This design comes from an exercise in tuning for small area on the open sky130 flow, not from production work. In this exercise RTL edits were held to simulation tests only and were not proved equivalent to the original. Power figures rest on the tool's default switching activity, not on a simulated workload.

$ cat flow/design.v
module gbp_link_core (
    input  wire        clk,
    input  wire        rst,              
    input  wire        op_edge,          
    input  wire        edge_clk,
    input  wire        edge_data,
    input  wire        op_poll,          
    input  wire        op_clear_ready,   
    input  wire [31:0] now,
    output wire        ready,            
    output wire [2:0]  last_cmd,         
    output wire [3:0]  status_flags,     
    output wire        synced,
    output wire        sdout,            
    output wire        sdout_valid,      
    output wire        violation,
    output wire [1:0]  violation_cause,
    output reg         buf_we,
    output reg         buf_sel,          
    output reg  [9:0]  buf_addr,
    output reg  [7:0]  buf_wdata
);
    localparam [15:0] SYNC_WORD          = 16'h8833;
    localparam [7:0]  CMD_INIT_CODE      = 8'h01;
    localparam [7:0]  CMD_PRINT_CODE     = 8'h02;
    localparam [7:0]  CMD_DATA_CODE      = 8'h04;
    localparam [7:0]  CMD_INQUIRY_CODE   = 8'h0F;
    localparam [7:0]  DEVICE_ID_CONSTANT = 8'h81;
    localparam [31:0] TIMEOUT_WINDOW     = 32'd100;
    localparam [31:0] PRETEND_PRINT_DUR  = 32'd2000;
    localparam [16:0] SETTINGS_CAP       = 17'd4;
    localparam [16:0] IMAGE_CAP          = 17'd650;
    localparam [2:0] CMD_UNKNOWN = 3'd0;
    localparam [2:0] CMD_INIT    = 3'd1;
    localparam [2:0] CMD_DATA    = 3'd2;
    localparam [2:0] CMD_PRINT   = 3'd3;
    localparam [2:0] CMD_INQUIRY = 3'd4;
    localparam [1:0] TGT_NONE     = 2'd0;
    localparam [1:0] TGT_SETTINGS = 2'd1;
    localparam [1:0] TGT_IMAGE    = 2'd2;
    localparam [1:0] VC_NONE           = 2'd0;
    localparam [1:0] VC_NO_PAYLOAD_TGT = 2'd1;
    localparam [1:0] VC_BUFFER_OVERRUN = 2'd2;
    localparam [3:0] S_COMMAND       = 4'd0;
    localparam [3:0] S_COMPRESSION   = 4'd1;
    localparam [3:0] S_LENGTH_LOW    = 4'd2;
    localparam [3:0] S_LENGTH_HIGH   = 4'd3;
    localparam [3:0] S_PAYLOAD       = 4'd4;
    localparam [3:0] S_CHECKSUM_LOW  = 4'd5;
    localparam [3:0] S_CHECKSUM_HIGH = 4'd6;
    localparam [3:0] S_DEVICE_ID     = 4'd7;
    localparam [3:0] S_STATUS        = 4'd8;
    reg        initialized;
    reg        prev_clk;
    reg        synchronized;
    reg [15:0] sync_sr;
    reg [2:0]  bit_pos;
    reg [7:0]  rx_acc;
    reg [7:0]  tx_staged;
    reg        tx_staged_valid;
    reg [7:0]  tx_active;
    reg        data_out;
    reg        data_out_driven;
    reg [3:0]  parser_state;
    reg [2:0]  command;
    reg [15:0] data_length;
    reg [1:0]  payload_target;
    reg [16:0] payload_index;
    reg [15:0] checksum_received;
    reg [15:0] checksum_computed;
    reg        checksum_error;
    reg        unprocessed_data;
    reg        print_buffer_full;
    reg        printer_busy;
    reg        ready_flag;
    reg [31:0] timeout_deadline;
    reg [31:0] print_deadline;
    reg        print_armed;
    reg        violation_flag;
    reg [1:0]  viol_cause;
    reg        initialized_n;
    reg        prev_clk_n;
    reg        synchronized_n;
    reg [15:0] sync_sr_n;
    reg [2:0]  bit_pos_n;
    reg [7:0]  rx_acc_n;
    reg [7:0]  tx_staged_n;
    reg        tx_staged_valid_n;
    reg [7:0]  tx_active_n;
    reg        data_out_n;
    reg        data_out_driven_n;
    reg [3:0]  parser_state_n;
    reg [2:0]  command_n;
    reg [15:0] data_length_n;
    reg [1:0]  payload_target_n;
    reg [16:0] payload_index_n;
    reg [15:0] checksum_received_n;
    reg [15:0] checksum_computed_n;
    reg        checksum_error_n;
    reg        unprocessed_data_n;
    reg        print_buffer_full_n;
    reg        printer_busy_n;
    reg        ready_flag_n;
    reg [31:0] timeout_deadline_n;
    reg [31:0] print_deadline_n;
    reg        print_armed_n;
    reg        violation_flag_n;
    reg [1:0]  viol_cause_n;
    function [2:0] decode_command;
        input [7:0] b;
        begin
            case (b)
                CMD_INIT_CODE:    decode_command = CMD_INIT;
                CMD_DATA_CODE:    decode_command = CMD_DATA;
                CMD_PRINT_CODE:   decode_command = CMD_PRINT;
                CMD_INQUIRY_CODE: decode_command = CMD_INQUIRY;
                default:          decode_command = CMD_UNKNOWN;
            endcase
        end
    endfunction
    function [1:0] target_of;
        input [2:0] cmd;
        begin
            case (cmd)
                CMD_DATA:  target_of = TGT_IMAGE;
                CMD_PRINT: target_of = TGT_SETTINGS;
                default:   target_of = TGT_NONE;
            endcase
        end
    endfunction
    reg        byte_done;        
    reg [7:0]  rx_byte;          
    reg        do_stage;
    reg [7:0]  stage_byte;
    reg        do_violation;
    reg [1:0]  violation_code;
    reg        do_resync;
    reg [16:0] cap;
    reg [3:0]  new_flags;
    always @* begin
        initialized_n       = initialized;
        prev_clk_n          = prev_clk;
        synchronized_n      = synchronized;
        sync_sr_n           = sync_sr;
        bit_pos_n           = bit_pos;
        rx_acc_n            = rx_acc;
        tx_staged_n         = tx_staged;
        tx_staged_valid_n   = tx_staged_valid;
        tx_active_n         = tx_active;
        data_out_n          = data_out;
        data_out_driven_n   = data_out_driven;
        parser_state_n      = parser_state;
        command_n           = command;
        data_length_n       = data_length;
        payload_target_n    = payload_target;
        payload_index_n     = payload_index;
        checksum_received_n = checksum_received;
        checksum_computed_n = checksum_computed;
        checksum_error_n    = checksum_error;
        unprocessed_data_n  = unprocessed_data;
        print_buffer_full_n = print_buffer_full;
        printer_busy_n      = printer_busy;
        ready_flag_n        = ready_flag;
        timeout_deadline_n  = timeout_deadline;
        print_deadline_n    = print_deadline;
        print_armed_n       = print_armed;
        violation_flag_n    = violation_flag;
        viol_cause_n        = viol_cause;
        byte_done      = 1'b0;
        rx_byte        = rx_acc | ({7'd0, edge_data} << bit_pos);
        do_stage       = 1'b0;
        stage_byte     = 8'd0;
        do_violation   = 1'b0;
        violation_code = VC_NONE;
        do_resync      = 1'b0;
        cap            = (payload_target == TGT_SETTINGS) ? SETTINGS_CAP : IMAGE_CAP;
        new_flags      = 4'd0;
        buf_we    = 1'b0;
        buf_sel   = 1'b0;
        buf_addr  = 10'd0;
        buf_wdata = 8'd0;
        if (op_edge) begin
            if (!initialized) begin
                initialized_n = 1'b1;
                prev_clk_n    = edge_clk;
            end else begin
                prev_clk_n = edge_clk;
                if (edge_clk != prev_clk) begin
                    if (edge_clk) begin
                        if (!synchronized) begin
                            sync_sr_n = {sync_sr[14:0], edge_data};
                            if (sync_sr_n == SYNC_WORD) begin
                                synchronized_n = 1'b1;
                                bit_pos_n      = 3'd7;
                            end
                        end else if (bit_pos != 3'd0) begin
                            rx_acc_n  = rx_byte;
                            bit_pos_n = bit_pos - 3'd1;
                        end else begin
                            rx_acc_n  = 8'd0;
                            bit_pos_n = 3'd7;
                            byte_done = 1'b1;
                        end
                    end else if (synchronized) begin
                        if (bit_pos == 3'd7) begin
                            if (tx_staged_valid) begin
                                tx_active_n       = tx_staged;
                                tx_staged_valid_n = 1'b0;
                            end else begin
                                tx_active_n = 8'd0;
                            end
                        end
                        data_out_n        = tx_active_n[bit_pos];
                        data_out_driven_n = 1'b1;
                    end
                end
            end
            if (byte_done) begin
                case (parser_state)
                    S_COMMAND: begin
                        command_n           = decode_command(rx_byte);
                        data_length_n       = 16'd0;
                        checksum_computed_n = {8'd0, rx_byte};
                        parser_state_n      = S_COMPRESSION;
                    end
                    S_COMPRESSION: begin
                        checksum_computed_n = checksum_computed + {8'd0, rx_byte};
                        parser_state_n      = S_LENGTH_LOW;
                        data_length_n       = 16'd0;
                    end
                    S_LENGTH_LOW: begin
                        data_length_n[7:0]  = rx_byte;
                        checksum_computed_n = checksum_computed + {8'd0, rx_byte};
                        parser_state_n      = S_LENGTH_HIGH;
                    end
                    S_LENGTH_HIGH: begin
                        data_length_n[15:8] = rx_byte;
                        checksum_computed_n = checksum_computed + {8'd0, rx_byte};
                        if (data_length_n == 16'd0) begin
                            parser_state_n      = S_CHECKSUM_LOW;
                            checksum_received_n = 16'd0;
                        end else if (target_of(command) == TGT_NONE) begin
                            do_violation   = 1'b1;
                            violation_code = VC_NO_PAYLOAD_TGT;
                        end else begin
                            parser_state_n   = S_PAYLOAD;
                            payload_target_n = target_of(command);
                            payload_index_n  = 17'd0;
                        end
                    end
                    S_PAYLOAD: begin
                        if (payload_index >= cap) begin
                            do_violation   = 1'b1;
                            violation_code = VC_BUFFER_OVERRUN;
                        end else begin
                            buf_we              = 1'b1;
                            buf_sel             = (payload_target == TGT_IMAGE);
                            buf_addr            = payload_index[9:0];
                            buf_wdata           = rx_byte;
                            checksum_computed_n = checksum_computed + {8'd0, rx_byte};
                            payload_index_n     = payload_index + 17'd1;
                            if (payload_index_n >= {1'b0, data_length}) begin
                                parser_state_n      = S_CHECKSUM_LOW;
                                checksum_received_n = 16'd0;
                            end
                        end
                    end
                    S_CHECKSUM_LOW: begin
                        checksum_received_n[7:0] = rx_byte;
                        parser_state_n           = S_CHECKSUM_HIGH;
                    end
                    S_CHECKSUM_HIGH: begin
                        checksum_received_n[15:8] = rx_byte;
                        parser_state_n            = S_DEVICE_ID;
                        do_stage                  = 1'b1;
                        stage_byte                = DEVICE_ID_CONSTANT;
                    end
                    S_DEVICE_ID: begin
                        parser_state_n   = S_STATUS;
                        checksum_error_n = (checksum_computed != checksum_received);
                        if (command == CMD_DATA)
                            unprocessed_data_n = 1'b1;
                        if (command == CMD_PRINT) begin
                            unprocessed_data_n  = 1'b0;
                            print_buffer_full_n = 1'b1;
                            printer_busy_n      = 1'b1;
                            print_deadline_n    = now + PRETEND_PRINT_DUR;
                            print_armed_n       = 1'b1;
                        end
                        new_flags  = {unprocessed_data_n, print_buffer_full_n,
                                      printer_busy_n, checksum_error_n};
                        do_stage   = 1'b1;
                        stage_byte = {4'd0, new_flags};
                    end
                    S_STATUS: begin
                        parser_state_n = S_COMMAND;
                        ready_flag_n   = 1'b1;
                        do_resync      = 1'b1;    
                    end
                    default: begin
                        parser_state_n = S_COMMAND;
                    end
                endcase
                if (do_violation) begin
                    violation_flag_n = 1'b1;
                    viol_cause_n     = violation_code;
                    checksum_error_n = 1'b1;
                    do_resync        = 1'b1;
                end
                if (do_stage) begin
                    tx_staged_n       = stage_byte;
                    tx_staged_valid_n = 1'b1;
                end
                timeout_deadline_n = now + TIMEOUT_WINDOW;
            end
        end else if (op_poll) begin
            if (print_armed && now >= print_deadline) begin
                printer_busy_n      = 1'b0;
                print_buffer_full_n = 1'b0;
                print_armed_n       = 1'b0;
            end
            if (parser_state != S_COMMAND && now > timeout_deadline)
                do_resync = 1'b1;
        end else if (op_clear_ready) begin
            ready_flag_n = 1'b0;
        end
        if (do_resync) begin
            synchronized_n    = 1'b0;
            sync_sr_n         = 16'd0;
            bit_pos_n         = 3'd7;
            rx_acc_n          = 8'd0;
            tx_staged_n       = 8'd0;
            tx_staged_valid_n = 1'b0;
            tx_active_n       = 8'd0;
            parser_state_n    = S_COMMAND;
        end
    end
    always @(posedge clk) begin
        if (rst) begin
            initialized       <= 1'b0;
            prev_clk          <= 1'b0;
            synchronized      <= 1'b0;
            sync_sr           <= 16'd0;
            bit_pos           <= 3'd7;
            rx_acc            <= 8'd0;
            tx_staged         <= 8'd0;
            tx_staged_valid   <= 1'b0;
            tx_active         <= 8'd0;
            data_out          <= 1'b0;
            data_out_driven   <= 1'b0;
            parser_state      <= S_COMMAND;
            command           <= CMD_UNKNOWN;
            data_length       <= 16'd0;
            payload_target    <= TGT_NONE;
            payload_index     <= 17'd0;
            checksum_received <= 16'd0;
            checksum_computed <= 16'd0;
            checksum_error    <= 1'b0;
            unprocessed_data  <= 1'b0;
            print_buffer_full <= 1'b0;
            printer_busy      <= 1'b0;
            ready_flag        <= 1'b0;
            timeout_deadline  <= 32'd0;
            print_deadline    <= 32'd0;
            print_armed       <= 1'b0;
            violation_flag    <= 1'b0;
            viol_cause        <= VC_NONE;
        end else begin
            initialized       <= initialized_n;
            prev_clk          <= prev_clk_n;
            synchronized      <= synchronized_n;
            sync_sr           <= sync_sr_n;
            bit_pos           <= bit_pos_n;
            rx_acc            <= rx_acc_n;
            tx_staged         <= tx_staged_n;
            tx_staged_valid   <= tx_staged_valid_n;
            tx_active         <= tx_active_n;
            data_out          <= data_out_n;
            data_out_driven   <= data_out_driven_n;
            parser_state      <= parser_state_n;
            command           <= command_n;
            data_length       <= data_length_n;
            payload_target    <= payload_target_n;
            payload_index     <= payload_index_n;
            checksum_received <= checksum_received_n;
            checksum_computed <= checksum_computed_n;
            checksum_error    <= checksum_error_n;
            unprocessed_data  <= unprocessed_data_n;
            print_buffer_full <= print_buffer_full_n;
            printer_busy      <= printer_busy_n;
            ready_flag        <= ready_flag_n;
            timeout_deadline  <= timeout_deadline_n;
            print_deadline    <= print_deadline_n;
            print_armed       <= print_armed_n;
            violation_flag    <= violation_flag_n;
            viol_cause        <= viol_cause_n;
        end
    end
    assign ready           = ready_flag;
    assign last_cmd        = command;
    assign status_flags    = {unprocessed_data, print_buffer_full, printer_busy, checksum_error};
    assign synced          = synchronized;
    assign sdout           = data_out;
    assign sdout_valid     = data_out_driven;
    assign violation       = violation_flag;
    assign violation_cause = viol_cause;
endmodule
$ cat flow/run.sh
#!/bin/bash
# synth_recipe.tcl (not shown) runs the flow's synth.tcl, then flattens the netlist and writes it again
# the make line also repeats each setting of config.mk as NAME=value (left out here)
make -C /OpenROAD-flow-scripts/flow DESIGN_CONFIG=/design/flow/config.mk WORK_HOME=/design/flow/orfs CLKGATE_MAP_FILE= SYNTH_SCRIPT=/design/flow/synth_recipe.tcl finish
$ cat flow/config.mk
export PLATFORM = sky130hd
export DESIGN_NAME = gbp_link_core
export DESIGN_NICKNAME = gbp_link_core
export VERILOG_FILES = /design/flow/design.v
export SDC_FILE = /design/flow/constraint.sdc
export NUM_CORES = 4
export LEC_CHECK = 0
export CAP_MARGIN = 20
export CORE_MARGIN = 2
export CORE_UTILIZATION = 40
export SLEW_MARGIN = 20
$ cat flow/constraint.sdc
create_clock -name core_clock -period 10.0 [get_ports {clk}]
set_input_delay 2.0000 -clock core_clock [delete_from_list [all_inputs] [get_ports {clk}]]
set_output_delay 2.0000 -clock core_clock [all_outputs]
set_load 0.01 [all_outputs]
==> flow_summary.yaml <==
grt:
  global_route.usage.met3_pct: 3.11
  grt_pass1_wl_um: 49800
  grt_use_total_pct: 20.0
  grt.met2_usage_pct: 32.0
  grt_antenna_before_repair: 0
  grt_busiest_layer: "met2"
  largest_net_degree_at_the_start_of_global_routing: 73
  vias_in_the_first_global_route: 9429
  globalRouteOverflowTotal: 0
  use_met1_pct: 28.6
die:
  die_area_um2: 30500
  num_rows: 62
  boundaryPins: 73
  die_x_um: 175
  floorplan.initialDensity_pct: 40.6
  chipHeight_um: 175
  area_of_the_core_um2: 28700
synthesis:
  synth_edf_count: 0
  synthDominantCellAreaShare_pct: 33.0
  yosys_most_used_dff: "dfxtp_1"
  post_synth_main_area_contributors: "dfxtp_1 (33%), ha_1 (11%), nor2_1 (5.0%)"
  synthMostInstantiatedCell: "dfxtp_1"
  yosys_warnings: 1
  yosysTopAreaCell: "dfxtp_1"
  synth_area_per_cell_um2: 8.08
  synth.ff_latch_count: 192
  yosys.cell_types.count: 78
  synthesis.instances: 1443
  postSynth.asyncResetShare_pct: 0
  synth_common_cells: "dfxtp_1 (192), nor2_1 (156), nand2_1 (140), ha_1 (100), inv_1 (93)"
  synth_nets: 1583
  area_of_the_mapped_netlist_um2: 11700
  ys_seq_area_share_pct: 33.0
hold_path:
  timing.hold.worst.class: "flop to flop"
worst_setup_path:
  timing.critical_path.max_delay_family: "buffers and inverters"
  worst-setup-path-type: "input pin to primary output"
  crit_chain: "clkdlybuf4s50_1, nand3_2, nor3_2, nand2_1, or2_1, clkinv_2, and2_1, clkdlybuf4s50_1"
  worstSetupPathDepth: 8
  timing.critical_path.fanout_max: 18
  cpMostUsedCell: "clkdlybuf4s50_1"
  r2r.worst_path.cells: 13
  cp_num_buf_inv: 3
  worstReg2RegStart: "payload_index[0]"
  crit_end: "buf_wdata[6]"
  crit_required_ns: 8.00
  timing.critical_path.arrival_ns: 4.69
  critical_path.reg2reg.endpoint: "checksum_received[8]"
  largest_stage_delay_on_the_critical_path_ns: 0.64
  worstSetupStartpointType: "input pin"
  r2r_setup_slack_ns: 5.68
  worst_setup_path_startpoint: "op_edge"
  worst_setup_path_end_kind: "primary output"
  critPathSlowestCell: "clkdlybuf4s50_1"
clock_tree:
  cts_buffer_depth: 2
  clock-sinks: 192
  cts-htree-levels: 4
  cts_hold_buf: 0
  clock_tree_from_tritoncts: "yes"
  postCtsSetupRepairBufs: 0
  number_of_buffers_inserted_during_clock_tree_synthesis: 17
  clock_root_buffer: "clkbuf_16"
  clock_latency_ns: 0.44
  clkTransAtPathRegs_ns: 0.08
  cts_repair_resize_count: 0
power:
  power-per-cell-area_nw_per_um2: 119
  max-vdd-ir-drop_mv: 0.0858
  cellLeakagePower_nw: 4.76
finish:
  final_design_area_no_fill_um2: 13200
  post_route_cells_drive_above_1_share_pct: 5.08
  seq_area_um2: 3840
  multi_input_area_um2: 7120
  area_delta_synth_final_pct: 12.9
  insertedDiodeCount: 0
  layout.nets: 1605
  post_layout_nonfiller_instances: 1861
  n_fill_cell: 2857
place:
  detailedPlacementHpwl_um: 21500
  port_buffers: 72
  place_ws_ns: 3.31
  gpl.final_weighted_congestion: 0.851
  instance_area_at_placement_um2: 12600
  dpl.cell_count: 1829
sta:
  slew_headroom_pct: 26.2
  finalClockSkew_ns: 0.0126
  min_period_over_period_pct: 66.9
  slew_violations: 0
  postLayoutSetupSlackWorst_ns: 3.31
  max_freq_mhz: 149
  layout_min_cycle_time_ns: 6.69
  unrepaired_setup_endpoints_after_global_routing: "false"
  worst-slew-pin-transition_ns: 1.10
  final_number_of_setup_violating_endpoints: 0
  fin_tns_setup_ns: 0
  final-hold-violation-count: 0
detailed_routing:
  iteration_0_drc_markers: 749
  drt_wl_total_um: 30100
  dr_total_vias: 10100
  viasPerCell: 5.45
  wl_per_cell_um: 16.2
  first_pass_iters: 5
  final_ant_viol_nets: 0
  route.detailed.drc: 0
flow_run:
  cap_viol_max_count: 0
outcome:
  run_status: "complete, no violations"
[area by class of cell]
| cell class | count | share of cell area [%] |
|---|---|---|
| multi-input cells | 1078 | 54.1 |
| flip-flops and latches | 192 | 29.2 |
| clock buffers | 17 | 3.23 |
| inverters | 95 | 2.72 |
| repair buffers | 81 | 5.97 |
| clock inverters | 14 | 1.08 |
| well taps | 384 | 3.65 |
[flip-flops by register name (all words and copies together), names as in the netlist, 15 cells and up]
name               count
print_deadline        32
sync_sr               15
checksum_received     16
timeout_deadline      32
data_length           16
payload_index         17
checksum_computed     16
[routing by layer]
layer | part of all wire, % | vias to the layer above
li1 | - | 5143
met2 | 45 | 211
met1 | 50 | 4775
met3 | 4.6 | 17
met4 | 0.74 | 0
met5 | 0 | -
[cell families (layout without fill, tap and decap cells)]
logic type	Yosys count	count (layout)	synth area share [%]
muxes	32	32	2.76
AOI/OAI and AO/OA	290	290	16.9
buffers and inverters	173	207	6.05
and+or+nand+nor	564	564	23.6
DFF	192	192	33.0
adders and majority gates	101	101	10.9
xor gates and xnor gates	91	91	6.84
[through the flow]
| stage | util (%) | hold WS, ns | power [mW] |
|---|---|---|---|
| finish | 45.8 | 0.435 | 1.56 |
| global route | 45.8 | 0.472 | 1.63 |
| CTS | 45.8 | 0.438 | 1.58 |
| detailed placement | 43.8 | 0.424 | 0.898 |
| global placement | 43.8 | 0.425 | 0.897 |
| floorplan | - | 0.412 | 0.852 |
[power by group]
group	switching, mW	total, mW	internal [mW]
Combinational	0.0691	0.114	0.0452
Clock	0.331	0.684	0.352
Sequential	0.00146	0.766	0.765
[tightest hold or removal path: stages (launching register included)]
cell     delay, ns
dfxtp_1       0.31
nand2_1       0.05
nor3_1        0.03
[worst min-delay path by stage]
stage	start	to	slack [ns]	cells past startpoint
after CTS	tx_active[4]	tx_active[4]	0.44	2
final	tx_active[4]	tx_active[4]	0.43	2
after global placement	tx_active[5]	tx_active[5]	0.43	2
after floorplan	tx_active[6]	tx_active[6]	0.41	2
after global routing	tx_active[4]	tx_active[4]	0.47	2
after detailed placement	tx_active[4]	tx_active[4]	0.42	2
[cells in the final DEF (no fill, tap or decap), types with 14 or more instances in the layout]
cell             count
nor2_1             156
o21ai_0             42
nand3_1             52
ha_1               100
a211oi_1            64
xor2_1              48
xnor2_1             43
a21oi_1             79
dfxtp_1            192
or3_1               20
nand2b_1            15
a21o_1              16
mux2i_1             31
and2_1              15
and3_1              16
nand2_1            140
nor4_1              14
nor3_1              54
clkbuf_16           17
inv_1               93
clkdlybuf4s50_1     71
nand4_1             29

what the ideal ports hide:
The results above use ideal ports. As a check the final layout listed here was re-extracted and re-timed, cells and wires unchanged.
Step 1 sets driving cells, clkbuf_16 on the clock port and buf_2 on the other inputs (assumed; they add their load-dependent delay and slew).
Step 2, shift: input delay + t, output delay - t, t = (earliest + latest rising clock arrival at the registers) / 2. This alone moves slack from input paths to output paths.
a / b / c = ideal / step 1 / step 2; a / b = the first two.
t (ns): 0.482
setup WS [ns]: 3.307 / 3.282 / 3.282
worst hold slack (ns): 0.435 / 0.435 / 0.435
worst data-port slew with drivers (ns): 0.08
After both steps this run still meets setup and hold. For this run, drivers alone change the setup slack by -0.025 ns; drivers and shift together by -0.025 ns.
